What follows belongs to an exercise in optimizing a design on an open flow for small area, a short achievable clock period and few clock cycles; a production flow would make more cautious choices. In this exercise RTL edits were held to simulation tests only and were not proved equivalent to the original. No activity file was given, so power comes from the tool's default toggle rates.

==> flow/design.v, too long to show whole: its modules and the start of the top module <==
// module aptb_acf: 1685 lines
module aptb_acf (
    input             clk,
    input             rst,           
    input             cmd_valid,
    output            cmd_ready,
    input      [31:0] cmd_word,      
    input      [31:0] cmd_data,      
    input      [31:0] cfg_fs,        
    input      [31:0] cfg_flo,       
    input      [31:0] cfg_fhi,       
    input      [15:0] cfg_tau,       
    output reg        rsp_valid,
    output reg [31:0] rsp_result,
    output reg [7:0]  rsp_err
);
  // ...
==> flow/run.sh <==
#!/bin/bash
# synth_recipe.tcl (not shown) runs the flow's synth.tcl, then flattens the netlist and writes it again
# the make line also repeats each setting of config.mk as NAME=value (left out here)
make -C /OpenROAD-flow-scripts/flow DESIGN_CONFIG=/design/flow/config.mk WORK_HOME=/design/flow/orfs CLKGATE_MAP_FILE= SYNTH_SCRIPT=/design/flow/synth_recipe.tcl finish
==> flow/config.mk <==
export PLATFORM = sky130hd
export DESIGN_NAME = aptb_acf
export DESIGN_NICKNAME = aptb_acf
export VERILOG_FILES = /design/flow/design.v
export SDC_FILE = /design/flow/constraint.sdc
export NUM_CORES = 4
export LEC_CHECK = 0
export CAP_MARGIN = 20
export CORE_MARGIN = 2
export CORE_UTILIZATION = 30
export SLEW_MARGIN = 20
==> flow/constraint.sdc <==
create_clock -name core_clock -period 15.0 [get_ports {clk}]
set_input_delay 3.0000 -clock core_clock [delete_from_list [all_inputs] [get_ports {clk}]]
set_output_delay 3.0000 -clock core_clock [all_outputs]
set_load 0.01 [all_outputs]
==> flow_summary.yaml, run 1 <==
placement:
  placed_area_um2: 73600
setup_path:
  critPathBufInv: 1
  critPathSlowestCell: "nor4b_1"
  start_kind: "flip-flop"
  rr_startpoint: "est_lag[1]"
  cp-end-kind: "flip-flop"
finish:
  fin_cells: 9193
  regArea_um2: 35400
  nFillCells: 22300
  clkCellAreaFrac_pct: 6.68
  multi_input_area_share_pct: 37.9
  antenna_cells: 6
  design.seq.count: 1341
  final_util_pct: 35.0
sta:
  timing.slew.headroom_pct: 13.8
  hold_violations: 0
  tns_ns: 0
clock_network:
  ctsHoldBuffers: 0
  post_cts_resize_count: 0
  cts.sinks: 1341
yosys:
  synth_ff_type: "edfxtp_1"
  synth-compound-area-share_pct: 13.9
  synth_xor_area_share_pct: 4.64
  yosys_register_bits: 1341
  synth_cells: 5900
  synth-simple-area-share_pct: 8.86
die:
  tap_cells: 2992
  rows: 174
  initial_core_util_pct: 30.2
power:
  p_leak_nw: 28.7
  comb-power_mw: 0.292
  power.density_nw_per_um2: 103
outcome:
  status: "timing/DRC/antenna clean"
routing:
  wl_met3_mm: 15.3
Testbench counts, summed over its fixed seeds: cycles 42,740.
==> run 2: changes to the inputs <==
--- a/flow/design.v
+++ b/flow/design.v
@@ -132,23 +132,26 @@
     reg        e_rd;         
     reg [6:0]  e_tgt;
     reg [7:0]  off;
     reg [8:0]  vv;           
     reg        rd_run;
     wire [7:0] e_rem  = {1'b0, e_tgt} - off;
     wire       e_feed = (e_st == E_POS) && (off >= {1'b0, e_tgt});
     wire       e_last = e_rd || (off[6:0] == nh1);
-    wire [15:0] m_hgt, m_heq, m_lgt;
+    reg  [15:0] m_hgt, m_heq, m_lgt;
+    reg  [8:0]  vv_n;
     genvar gj;
     generate
         for (gj = 0; gj < 16; gj = gj + 1) begin : g_md
-            assign m_hgt[gj] = (vv[7:4] > gj);
-            assign m_heq[gj] = (vv[7:4] == gj);
-            assign m_lgt[gj] = (vv[3:0] > gj);
+            always @(posedge clk) begin
+                m_hgt[gj] <= (vv_n[7:4] > gj);
+                m_heq[gj] <= (vv_n[7:4] == gj);
+                m_lgt[gj] <= (vv_n[3:0] > gj);
+            end
         end
     endgenerate
     wire [255:0] df;
     generate
         for (gj = 0; gj < 256; gj = gj + 1) begin : g_df
             assign df[gj] = (S[gj] ^ T[gj]) & (m_hgt[gj / 16] | (m_heq[gj / 16] & m_lgt[gj % 16]));
         end
     endgenerate
@@ -1494,18 +1497,18 @@
                 OP_CORR: begin
                     if (corr_bad) begin
                         done = 1'b1; r_err = E_LAG;
                     end else if (!sw_busy) begin
                         if (!have_win) begin
                             done = 1'b1;
                         end else if (!rd_run) begin
                             do_rd_start = 1'b1;
-                        end else if (pb_v && pb_rd) begin
-                            done = 1'b1; r_res = {24'd0, pb_d};
+                        end else if (pa_v && pa_rd) begin
+                            done = 1'b1; r_res = {24'd0, sb[7:0]};
                         end
                     end
                 end
                 default: begin
                     done = 1'b1; r_err = E_BADCMD;
                 end
                 endcase
             end
@@ -1621,17 +1624,17 @@
             pb_v <= pa_v;
             case (e_st)
             E_IDLE: begin
                 if (do_fill) begin
                     e_st  <= E_LOAD;
                     e_rd  <= 1'b0;
                     e_tgt <= mp;
                 end else if (do_rd_start) begin
-                    e_st  <= E_LOAD;
+                    e_st  <= E_POS;
                     e_rd  <= 1'b1;
                     e_tgt <= dlag;
                 end
             end
             E_LOAD: e_st <= E_POS;
             E_POS: begin
                 if (e_feed && e_last)
                     e_st <= e_rd ? E_IDLE : E_DRAIN;
@@ -1669,17 +1672,26 @@
         t_sel = 2'd0;
         if (e_st == E_POS) begin
             if (e_feed)                 t_sel = 2'd1;
             else if (e_rem >= 8'd16)    t_sel = 2'd3;
             else if (e_rem >= 8'd4)     t_sel = 2'd2;
             else                        t_sel = 2'd1;
         end
     end
+    always @(*) begin
+        case (t_sel)
+        2'd0:    vv_n = n;
+        2'd1:    vv_n = vv - 9'd1;
+        2'd2:    vv_n = vv - 9'd4;
+        default: vv_n = vv - 9'd16;
+        endcase
+    end
     always @(posedge clk) begin
+        vv <= vv_n;
         case (t_sel)
-        2'd0: begin T <= S;                  off <= 8'd0;          vv <= n;            end
-        2'd1: begin T <= {1'b0, T[255:1]};   off <= off + 8'd1;    vv <= vv - 9'd1;    end
-        2'd2: begin T <= {4'd0, T[255:4]};   off <= off + 8'd4;    vv <= vv - 9'd4;    end
-        default: begin T <= {16'd0, T[255:16]}; off <= off + 8'd16; vv <= vv - 9'd16;  end
+        2'd0: begin T <= S;                  off <= 8'd0;          end
+        2'd1: begin T <= {1'b0, T[255:1]};   off <= off + 8'd1;    end
+        2'd2: begin T <= {4'd0, T[255:4]};   off <= off + 8'd4;    end
+        default: begin T <= {16'd0, T[255:16]}; off <= off + 8'd16; end
         endcase
     end
 endmodule
==> run 2 against run 1 <==
  * Critical path depth fell by 2
  * Clock-buffer cell count up 8
  * Sequential share of layout area is 0.32 points higher
  * Cell count is 4.2% higher
  * Global-route usage decreased by 1.4 points
  * Combinational power is 2% higher
  * Routed wire length decreased by 6.3%
  * Still clean
  * Via count is essentially flat
  * Flip-flop and latch count is 46 higher
==> flow_summary.yaml, run 2 <==
power:
  ir_worst_vdd_mv: 0.118
  p_total_mw: 8.33
  p_leak_nw: 29.5
  power.density_nw_per_um2: 104
yosys:
  seq_area_frac_synth_pct: 52.2
  yosys.area.top_type_share_pct: 36.9
  synth-edff-count: 854
  synth.lib_cells_used.distinct: 90
  ys_top_cells_by_count: "edfxtp_1 (854), nor2_1 (642), a21oi_1 (613)"
  synth_area_leaders: "edfxtp_1 (37%), dfxtp_1 (15%), ha_1 (7.3%), fa_1 (6.7%), a21oi_1 (4.4%)"
  yosysTopAreaCell: "edfxtp_1"
  synth_ff_type: "edfxtp_1"
  ys_warn_count: 2
  synth_area_um2: 69500
  avgSynthCellArea_um2: 11.1
  synth_cells: 6270
  async_flop_share_pct: 0
  synth_most_common_cell: "edfxtp_1"
  yosys_register_bits: 1387
grt:
  grt_use_total_pct: 15.3
  grt_max_degree: 164
  grt_pass1_vias: 48300
  antenna_found_initial: 4
  grt_pass1_wl_mm: 285
  overflow: 0
setup_path:
  worstPathArrival_ns: 7.82
  crit_required_ns: 15.53
  critPathBufInv: 1
  critical_path_class: "flip-flop to flip-flop"
  critPathSlowestCell: "edfxtp_1"
  crit_fanout: 10
  critPathTopFamily: "compound AO/OA/AOI/OAI gates"
  cp_common_cell: "o21ai_0"
  start_kind: "flip-flop"
  cp-end-kind: "flip-flop"
  path_cells: "inv_1, fa_1, a21o_1, a21oi_1, o21ai_0, a31oi_2, mux2_2, ha_1, a21o_1, a21oi_1, o21ai_0, o21ai_0, o311ai_4, mux2_2, ha_1, nor2b_1, o21ai_0, a21oi_1, a211oi_1, o21ai_0, a21oi_1, nand2_1, mux2i_1, nor2_1"
  worst_path_largest_cell_delay_ns: 0.57
placement:
  port_buffers: 216
  placed_cells: 9287
  place_ws_ns: 7.66
  dp_hpwl_mm: 131
  gp_congestion: 0.881
clock_network:
  post_cts_resize_count: 0
  root_buffer: "clkbuf_16"
  post-cts-setup-buffers: 0
  h-tree-depth: 4
  ctsHoldBuffers: 0
  insertion_delay_ns: 0.81
  cts_buffers: 153
  cts.sinks: 1387
  cts_tree: "done"
  path_clk_slew_ns: 0.06
  cts_buffer_depth: 3
die:
  ioPinCount: 221
  core_um2: 230000
  die_h_um: 485
  initial_core_util_pct: 30.2
  rows: 176
  die_w_um: 485
  die_area_um2: 236000
routing:
  vias: 48000
  wl_per_cell_um: 19.2
  first_pass_iters: 6
  routed_wl_mm: 184
  routed_via_density: 5.01
  first_iter_violations: 4776
  antenna_left: 0
  drc: 0
finish:
  fin_cells: 9576
  nets: 7236
  final_common_cell: "edfxtp_1"
  area_growth_pct: 15.5
  largestRegisters: "S x256, T x256, F x255"
  layout_common_cells: "edfxtp_1 (854), nor2_1 (636), a21oi_1 (613), dfxtp_1 (532), inv_1 (518)"
  layout-drive-gt1-share_pct: 6.40
sta:
  fin_crit_sh_pct: 48.6
  tns_ns: 0
  worst_pin_slew_ns: 1.13
  fin_skew_ns: 0.0361
  setup_violations: 0
  rsz0062_at_grt: "false"
  slew_viol_final: 0
  timing.slew.headroom_pct: 24.0
  fin_crit_ns: 7.30
  setup_slack_ns: 7.70
  max_freq_mhz: 137
  hold_violations: 0
run:
  cap_violations: 0
outcome:
  status: "timing/DRC/antenna clean"
min_path:
  hold_class: "flip-flop to flip-flop"
[run 2: cell count changes after synthesis, moves of 46 or more]
| cell | previous run | this run |
|---|---|---|
| a22o_1 | 16 | 62 |
| nand2_1 | 352 | 486 |
| nor2_1 | 423 | 642 |
| xnor2_1 | 242 | 294 |
| a21oi_1 | 471 | 613 |
| dfxtp_1 | 483 | 533 |
| a222oi_1 | 206 | 17 |
| a211oi_1 | 93 | 23 |
| o21ai_0 | 201 | 109 |
| a221oi_1 | 31 | 240 |
[run 2: kinds of logic (layout without fill, tap and decap cells)]
group                      after synthesis  count (layout)  share of synthesized area (%)
DFF                                   1387            1387                           52.2
and+or+nand+nor                       1610            1610                           10.3
xor gates and xnor gates               400             400                           5.04
AOI/OAI and AO/OA                     1352            1352                           12.8
buffers and inverters                  807            1083                           4.49
other                                    1               5                        0.00539
muxes                                   73              73                           1.16
adders and majority gates              640             640                           14.0
[run 2: path summary, 6_finish.rpt]
path | startpoint | endpoint | slack, ns | cells past startpoint
worst max register to register | est_lag[1] | dv_rem[5] | 7.70 | 24
worst min register to register | pa_lag[1] | pb_lag[1] | 0.33 | 0
worst max-delay path | est_lag[1] | dv_rem[5] | 7.70 | 24
worst min-delay path | pa_lag[1] | pb_lag[1] | 0.33 | 0
[run 2: power breakdown]
group | switching, mW | internal, mW | leakage [nW]
Clock | 1.63 | 2.34 | 2.60
Sequential | 0.0223 | 4.04 | 10.7
Combinational | 0.151 | 0.146 | 16.1
Total | 1.81 | 6.52 | 29.5
[run 2: stage by stage]
step / hold slack (ns) / util [%] / cell area, um2
5_1_grt: 0.339 / 34.9 / 80300
2_1_floorplan: 0.310 / - / 69500
3_3_place_gp: 0.316 / 32.5 / 74900
4_1_cts: 0.326 / 34.9 / 80300
6_report: 0.325 / 34.9 / 80300
3_5_place_dp: 0.314 / 32.5 / 74900
[run 2: cell type report]
class / instances / area (um2)
fill: 22700 / 150000
sequential: 1387 / 36300
multi-input combinational: 4079 / 30200
clock buffer: 213 / 4430
tap: 3026 / 3790
timing repair buffer: 274 / 2620
inverter: 522 / 1970
clock inverter: 74 / 931
antenna: 1 / 2.50
[run 2: metal layers]
metal / track usage (%) / routed length [um]
met1: 21.1 / 82400
met2: 24.5 / 85200
met3: 2.37 / 10900
met4: 5.09 / 5340
met5: 0 / 0
Testbench counts of run 2, summed over its fixed seeds: cycles 42,204.

-- re-timing with driven ports --
How much do the figures lean on ideal ports? The routed layouts below were timed once more, with nothing changed but the port constraints.
Step 1: set_driving_cell puts a clkbuf_16 on clk and a buf_2 on each other input, an assumption about the parent block.
Step 2 moves the port delays by t, midway between the first and last clock arrival at a register: inputs arrive t later, outputs are due t later. That takes back most of the time a late clock gives input paths.
Three values: ideal ports, drivers, drivers and shift; two values: the first two.
| run | t (ns) | setup slack, ns | clock arrival spread, ns |
|---|---|---|---|
| run 1 | 0.884 | 7.840 / 7.840 / 7.840 | 0.046 / 0.046 |
| run 2 | 0.880 | 7.703 / 7.703 / 7.703 | 0.046 / 0.046 |
After both steps every run listed still meets setup and hold.
